Context: an optimization exercise on an open-source flow, tuned for small area, a short achievable clock period and few clock cycles per item. The choices shown serve that exercise and are no tape-out recipe.
Function was checked by simulation only, so behaviour that the tests miss may differ from the original.
Power figures rest on the tool's default switching activity, not on a simulated workload.

==> design/flow/design.v <==
module dict_decoder (
    input  wire        clk,
    input  wire        rst,
    input  wire        dict_we,
    input  wire [3:0]  dict_waddr,
    input  wire [31:0] dict_wdata,
    input  wire [4:0]  dict_size,
    input  wire        start,
    input  wire        in_valid,
    output wire        in_ready,
    input  wire [31:0] in_data,
    input  wire        in_last,
    output reg         out_valid,
    output reg  [31:0] out_data,
    output reg         done,
    output reg  [2:0]  fault_code
);
    localparam [2:0] TAG_LIT = 3'd0, TAG_RLE = 3'd1, TAG_DIR = 3'd2, TAG_BMD = 3'd3,
                     TAG_FM1 = 3'd4, TAG_FM2 = 3'd5, TAG_FM4 = 3'd6, TAG_PMM = 3'd7;
    localparam [2:0] F_NONE = 3'd0, F_OUT_OF_RANGE = 3'd2, F_STREAM = 3'd4,
                     F_BAD_FIELD = 3'd5, F_NO_PRIOR = 3'd6;
    localparam [2:0] S_IDLE = 3'd0,
                     S_FILL = 3'd1,    
                     S_DEC  = 3'd2,    
                     S_REP  = 3'd3,    
                     S_DONE = 3'd4;
    reg [31:0] dict [0:15];
    always @(posedge clk)
        if (dict_we)
            dict[dict_waddr] <= dict_wdata;
    reg [2:0]  state;
    reg [66:0] buf_q;       
    reg [6:0]  fill;        
    reg        eoi;         
    reg [31:0] last_line;   
    reg        has_line;
    reg [2:0]  rep_left;    
    reg [2:0]  fault_q;
    wire [2:0] tag = buf_q[66:64];
    reg [5:0] plen;
    always @(*) begin
        case (tag)
        TAG_LIT: plen = 6'd32;
        TAG_RLE: plen = 6'd3;
        TAG_DIR: plen = 6'd4;
        TAG_BMD: plen = 6'd13;
        TAG_PMM: plen = 6'd14;
        default: plen = 6'd9;    
        endcase
    end
    wire [6:0] need = 7'd3 + {1'b0, plen};
    wire [31:0] f_lit   = buf_q[63:32];
    wire [2:0]  f_count = buf_q[63:61];
    wire [3:0]  f_dir_j = buf_q[63:60];
    wire [4:0]  f_s     = buf_q[63:59];          
    wire [3:0]  f_mask  = buf_q[58:55];          
    wire [3:0]  f_bmd_j = buf_q[54:51];
    wire [3:0]  f_fm_j  = buf_q[58:55];
    wire [4:0]  f_p2    = buf_q[58:54];          
    wire [3:0]  f_pmm_j = buf_q[53:50];
    reg  [3:0]  j;
    always @(*) begin
        case (tag)
        TAG_DIR: j = f_dir_j;
        TAG_BMD: j = f_bmd_j;
        TAG_PMM: j = f_pmm_j;
        default: j = f_fm_j;
        endcase
    end
    wire [31:0] entry = dict[j];
    wire [31:0] msb = 32'h8000_0000;
    reg  [31:0] line;
    reg  [2:0]  fault;
    always @(*) begin
        line  = 32'd0;
        fault = F_NONE;
        case (tag)
        TAG_LIT: line = f_lit;
        TAG_RLE: begin
            line = last_line;
            if (!has_line) fault = F_NO_PRIOR;
        end
        TAG_DIR: line = entry;
        TAG_BMD: begin
            line = entry ^ ({f_mask, 28'd0} >> f_s);
            if (f_s > 5'd28) fault = F_BAD_FIELD;
        end
        TAG_FM1: line = entry ^ (msb >> f_s);
        TAG_FM2: begin
            line = entry ^ ({2'b11, 30'd0} >> f_s);
            if (f_s > 5'd30) fault = F_BAD_FIELD;
        end
        TAG_FM4: begin
            line = entry ^ ({4'b1111, 28'd0} >> f_s);
            if (f_s > 5'd28) fault = F_BAD_FIELD;
        end
        default: line = entry ^ (msb >> f_s) ^ (msb >> f_p2);    
        endcase
        if (fault == F_NONE && tag != TAG_LIT && tag != TAG_RLE && {1'b0, j} >= dict_size)
            fault = F_OUT_OF_RANGE;
    end
    assign in_ready = (state == S_FILL) && !eoi && (fill < 7'd35) &&
                      !((fill >= 7'd3) && (fill >= need));
    wire take_in = in_valid && in_ready;
    always @(posedge clk) begin
        out_valid <= 1'b0;
        done      <= 1'b0;
        if (rst) begin
            state      <= S_IDLE;
            fault_code <= F_NONE;
        end else begin
            case (state)
            S_IDLE: begin
                if (start) begin
                    buf_q    <= 67'd0;
                    fill     <= 7'd0;
                    eoi      <= 1'b0;
                    has_line <= 1'b0;
                    fault_q  <= F_NONE;
                    state    <= S_FILL;
                end
            end
            S_FILL: begin
                if (fill >= 7'd3 && fill >= need) begin
                    state <= S_DEC;
                end else if (eoi) begin
                    if (fill >= 7'd3 && tag != TAG_LIT)
                        fault_q <= F_STREAM;
                    state <= S_DONE;
                end else if (take_in) begin
                    buf_q <= buf_q | ({in_data, 35'd0} >> fill);
                    fill  <= fill + 7'd32;
                    eoi   <= in_last;
                end
            end
            S_DEC: begin
                if (fault != F_NONE) begin
                    fault_q <= fault;
                    state   <= S_DONE;
                end else begin
                    out_valid <= 1'b1;
                    out_data  <= line;
                    last_line <= line;
                    has_line  <= 1'b1;
                    buf_q     <= buf_q << need;
                    fill      <= fill - need;
                    if (tag == TAG_RLE && f_count != 3'd0) begin
                        rep_left <= f_count;
                        state    <= S_REP;
                    end else begin
                        state    <= S_FILL;
                    end
                end
            end
            S_REP: begin
                out_valid <= 1'b1;
                out_data  <= last_line;
                rep_left  <= rep_left - 3'd1;
                if (rep_left == 3'd1)
                    state <= S_FILL;
            end
            S_DONE: begin
                done       <= 1'b1;
                fault_code <= fault_q;
                state      <= S_IDLE;
            end
            default: state <= S_IDLE;
            endcase
        end
    end
endmodule
==> design/flow/run.sh <==
#!/bin/bash
# synth_recipe.tcl (not shown) runs the flow's synth.tcl, then flattens the netlist and writes it again
# the make line also repeats each setting of config.mk as NAME=value (left out here)
make -C /OpenROAD-flow-scripts/flow DESIGN_CONFIG=/design/flow/config.mk WORK_HOME=/design/flow/orfs CLKGATE_MAP_FILE= SYNTH_SCRIPT=/design/flow/synth_recipe.tcl finish
==> design/flow/config.mk <==
export PLATFORM = sky130hd
export DESIGN_NAME = dict_decoder
export DESIGN_NICKNAME = dict_decoder
export VERILOG_FILES = /design/flow/design.v
export SDC_FILE = /design/flow/constraint.sdc
export NUM_CORES = 4
export LEC_CHECK = 0
export CAP_MARGIN = 20
export CORE_MARGIN = 2
export CORE_UTILIZATION = 40
export SLEW_MARGIN = 20
==> design/flow/constraint.sdc <==
create_clock -name core_clock -period 12.0 [get_ports {clk}]
set_input_delay 2.4000 -clock core_clock [delete_from_list [all_inputs] [get_ports {clk}]]
set_output_delay 2.4000 -clock core_clock [all_outputs]
set_load 0.01 [all_outputs]
==> impl_metrics.json <==
{
  "max_stage_delay_ns": 0.54,
  "cp_top_family": "buffers and inverters",
  "mappedNetlistArea_sq_um": 37700,
  "crit_path_end_kind": "output pin",
  "num_antenna_cells": 0,
  "rsz0062_at_grt": "no",
  "async_reset_ff_frac": 0,
  "crit_top_cell": "buf_4",
  "vias": 30400,
  "synth-edff-count": 658,
  "placedCellCount": 4560,
  "cts_resized": 0,
  "die_x_um": 311,
  "drcViolationCount": 0,
  "final_cells": 4696,
  "io_pins": 117,
  "yosysSeqAreaShare": 0.528,
  "cts.sinks": 666,
  "layout-drive-gt1-share": 0.118,
  "wirelength_um": 139000,
  "top_layer": "met5",
  "r2r-start": "buf_q[66]",
  "io_buffers": 116,
  "vias_per_cell": 6.48,
  "grt_start_max_net_pins": 100,
  "firstDrtPassIters": 9,
  "hpwlAfterDp_um": 89300,
  "power.leakage_nw": 14.3,
  "tns_ns": 0,
  "post-route-min-period_ns": 8.11,
  "cts_buffer_depth": 3,
  "crit_buf_inv": 6,
  "cap_violations": 0,
  "syn_nets": 3481,
  "start_util": 0.404,
  "root_buffer": "clkbuf_16",
  "holdPathStages": 2,
  "reg2reg_depth": 16,
  "setup_viol": 0,
  "worstSetupPathType": "reg -> out",
  "timing.fmax_mhz": 123,
  "final_cell_mix": "658 x edfxtp_1, 318 x nand2_1, 240 x o21ai_0, 206 x a21oi_1, 199 x nor2_1",
  "slew_viol_final": 0,
  "cp_max_fo": 45,
  "synth_flop_cell": "edfxtp_1",
  "antenna_found_initial": 2,
  "syn_inst": 3387,
  "dieArea_sq_um": 96800,
  "ff2ff_setup_slack_ns": 4.87,
  "hp-start": "fault_q[1]",
  "final_nets": 3478,
  "grt_usage": 0.280,
  "cp.required_ns": 9.60,
  "wl_per_cell_um": 29.7,
  "yosysWarnings": 1,
  "grt_pass1_vias": 29000,
  "ant_nets": 0,
  "wl_met3_um": 12300,
  "dr.first_iter.drc_count": 3860,
  "gp_congestion": 1.02,
  "post_cts_buffers": 0,
  "crit_arrival_ns": 5.71,
  "cts_tree": "done",
  "hold_path_class": "reg -> reg",
  "post-route-period-util": 0.676,
  "holdPathEnd": "fault_code[1]",
  "powerDensity_nw_per_um2": 157,
  "wl_met1_um": 55000,
  "status": "complete, no violations",
  "start_kind": "flip-flop",
  "max-vdd-ir-drop_uv": 121,
  "worst_slew_pin_slew_ns": 1.22,
  "cts_buffers": 75,
  "grt_first_pass_wirelength_um": 202000,
  "rows": 112,
  "ys_ff_latch": 666,
  "syn_area_per_cell_sq_um": 11.1,
  "areaGrowthSynthToFinish_pct": 12.6,
  "hold_violations": 0,
  "clkTransAtPathRegs_ns": 0.06,
  "nFillCells": 8722,
  "grt_overflow": 0,
  "cpMaxStageDelayCell": "buf_4",
  "timing.rr.end": "buf_q[46]",
  "htree_levels": 3,
  "relSlewSlack": 0.180,
  "path_cells": "buf_4 > buf_4 > and3_1 > nor2_4 > buf_4 > inv_1 > ha_1 > inv_1 > a21o_1 > a21oi_1 > o21ai_0 > a21oi_1 > nor2b_1 > o41a_1 > nor3_1 > and2_1 > clkdlybuf4s50_1",
  "yosysUniqueCellTypes": 101,
  "wl_met2_um": 63700,
  "fin_skew_ns": 0.0429,
  "holdBufCountCts": 0,
  "clock_latency_ns": 0.66,
  "final_common_cell": "edfxtp_1",
  "core-area_sq_um": 93500,
  "fp.dieH_um": 311
}
-- cells in the mapped netlist, drive strengths merged, types with 15 or more instances --
master,count,share of area
mux2i,188,0.051
a221oi,62,0.016
o31ai,16,0.0032
nand3,87,0.012
a31oi,24,0.0040
xnor2,72,0.017
a211o,19,0.0044
a211oi,99,0.021
a32oi,21,0.0049
mux4,36,0.021
nand2,318,0.032
inv,43,0.0045
buf,113,0.018
a22oi,34,0.0068
clkbuf,172,0.017
o22ai,79,0.013
xor2,27,0.0063
and3,107,0.018
a21oi,207,0.028
o221ai,35,0.0086
o21ai,246,0.033
a22o,15,0.0035
a2111oi,37,0.0086
a2bb2oi,18,0.0042
nor2b,21,0.0035
edfxtp,658,0.52
nor4,15,0.0030
nor3,48,0.0064
a221o,15,0.0040
nand2b,33,0.0055
o211ai,30,0.0061
mux2,69,0.021
nor2,219,0.023
-- routing by layer --
metal  track usage  vias to the layer above
li1              -                    13300
met1         0.366                    14900
met2         0.439                     1787
met3        0.0517                      449
met4         0.153                        4
met5             0                        -
-- how the worst max path moves through the flow --
stage               slack [ns]  endpoint  cells after the start         start
finish                    3.89  in_ready                     17     buf_q[66]
global route              3.55  in_ready                     17     buf_q[66]
CTS                       3.94  in_ready                     17     buf_q[66]
detailed placement        4.67  in_ready                     17     buf_q[66]
global placement          4.71  in_ready                     17     buf_q[66]
floorplan                 4.49  buf_q[0]                      9  dict_size[0]
-- worst reg2reg max path, delay by kind of cell, from the launching register on --
family | cells | cell delay (ns)
flip-flops | 1 | 0.35
adder cells (fa/ha/maj) | 1 | 0.45
multiplexers | 1 | 0.80
buffers and inverters | 6 | 2.92
AO/OA/AOI/OAI | 4 | 1.09
AND/OR/NAND/NOR | 4 | 1.02
-- cell type report --
type / count / area, sq um / share of cell area
timing repair buffer: 205 / 1840 / 0.0433
inverter: 46 / 184 / 0.00433
clock buffer: 83 / 1930 / 0.0453
sequential: 666 / 19900 / 0.468
tap: 1254 / 1570 / 0.0369
multi-input combinational: 2390 / 16500 / 0.389
clock inverter: 52 / 541 / 0.0127
-- report_power, final --
part           internal (W)  switching (W)  total [W]
Combinational      0.000545        0.00106    0.00160
Sequential          0.00266      0.0000705    0.00273
Clock               0.00134       0.000989    0.00233
Total               0.00454        0.00212    0.00666
-- registers in the layout (all words and copies together) (netlist names), 3 cells and up --
name and count:
fill 7, rep_left 3, last_line 32, dict 512, fault_q 3, fault_code 3, out_data 32, state 3
buf_q 67
-- logic make-up (layout without fill, tap and decap cells) --
| logic type | Yosys count | in the layout | share of synthesized area |
|---|---|---|---|
| buffers and inverters | 331 | 386 | 0.0400 |
| AO/OA/AOI/OAI | 1073 | 1073 | 0.196 |
| multiplexers | 293 | 293 | 0.0934 |
| XOR/XNOR | 100 | 100 | 0.0238 |
| flip-flops | 666 | 666 | 0.528 |
| AND/OR/NAND/NOR | 909 | 909 | 0.114 |
| adder cells (fa/ha/maj) | 15 | 15 | 0.00517 |
-- metrics by stage --
step / hold WS (ns) / instance area [sq um] / total power (W) / util / setup slack, ns
after floorplan: 0.456 / 37700 / 0.00379 / - / 4.49
after global placement: 0.478 / 40000 / 0.00432 / 0.428 / 4.71
after detailed placement: 0.480 / 40000 / 0.00433 / 0.428 / 4.67
after CTS: 0.494 / 42500 / 0.00666 / 0.455 / 3.94
after global routing: 0.529 / 42500 / 0.00688 / 0.455 / 3.55
final: 0.491 / 42500 / 0.00666 / 0.455 / 3.89
Testbench counts, summed over its fixed seeds: cycles 10,249, lines 4,015.

[afterwards: timing with drivers on the ports]
Ports are ideal in the flow. The routed layout listed here was re-timed in OpenROAD. Step 1 assumes that a clkbuf_16 drives the clock port and a buf_2 every other input. Step 2 also shifts input and output timing later by t, the mid clock arrival at the registers, as if the neighbouring blocks saw the same clock. a / b / c = no drivers / after step 1 / after step 2; a / b = the first two.
shift t [ns]: 0.708
setup slack, ns: 3.886 / 3.814 / 4.522
pins driven straight from the clock port: 1
After both steps this run still meets setup and hold. The setup slack of this run moves by -0.072 ns with the drivers and by +0.636 ns with both steps.
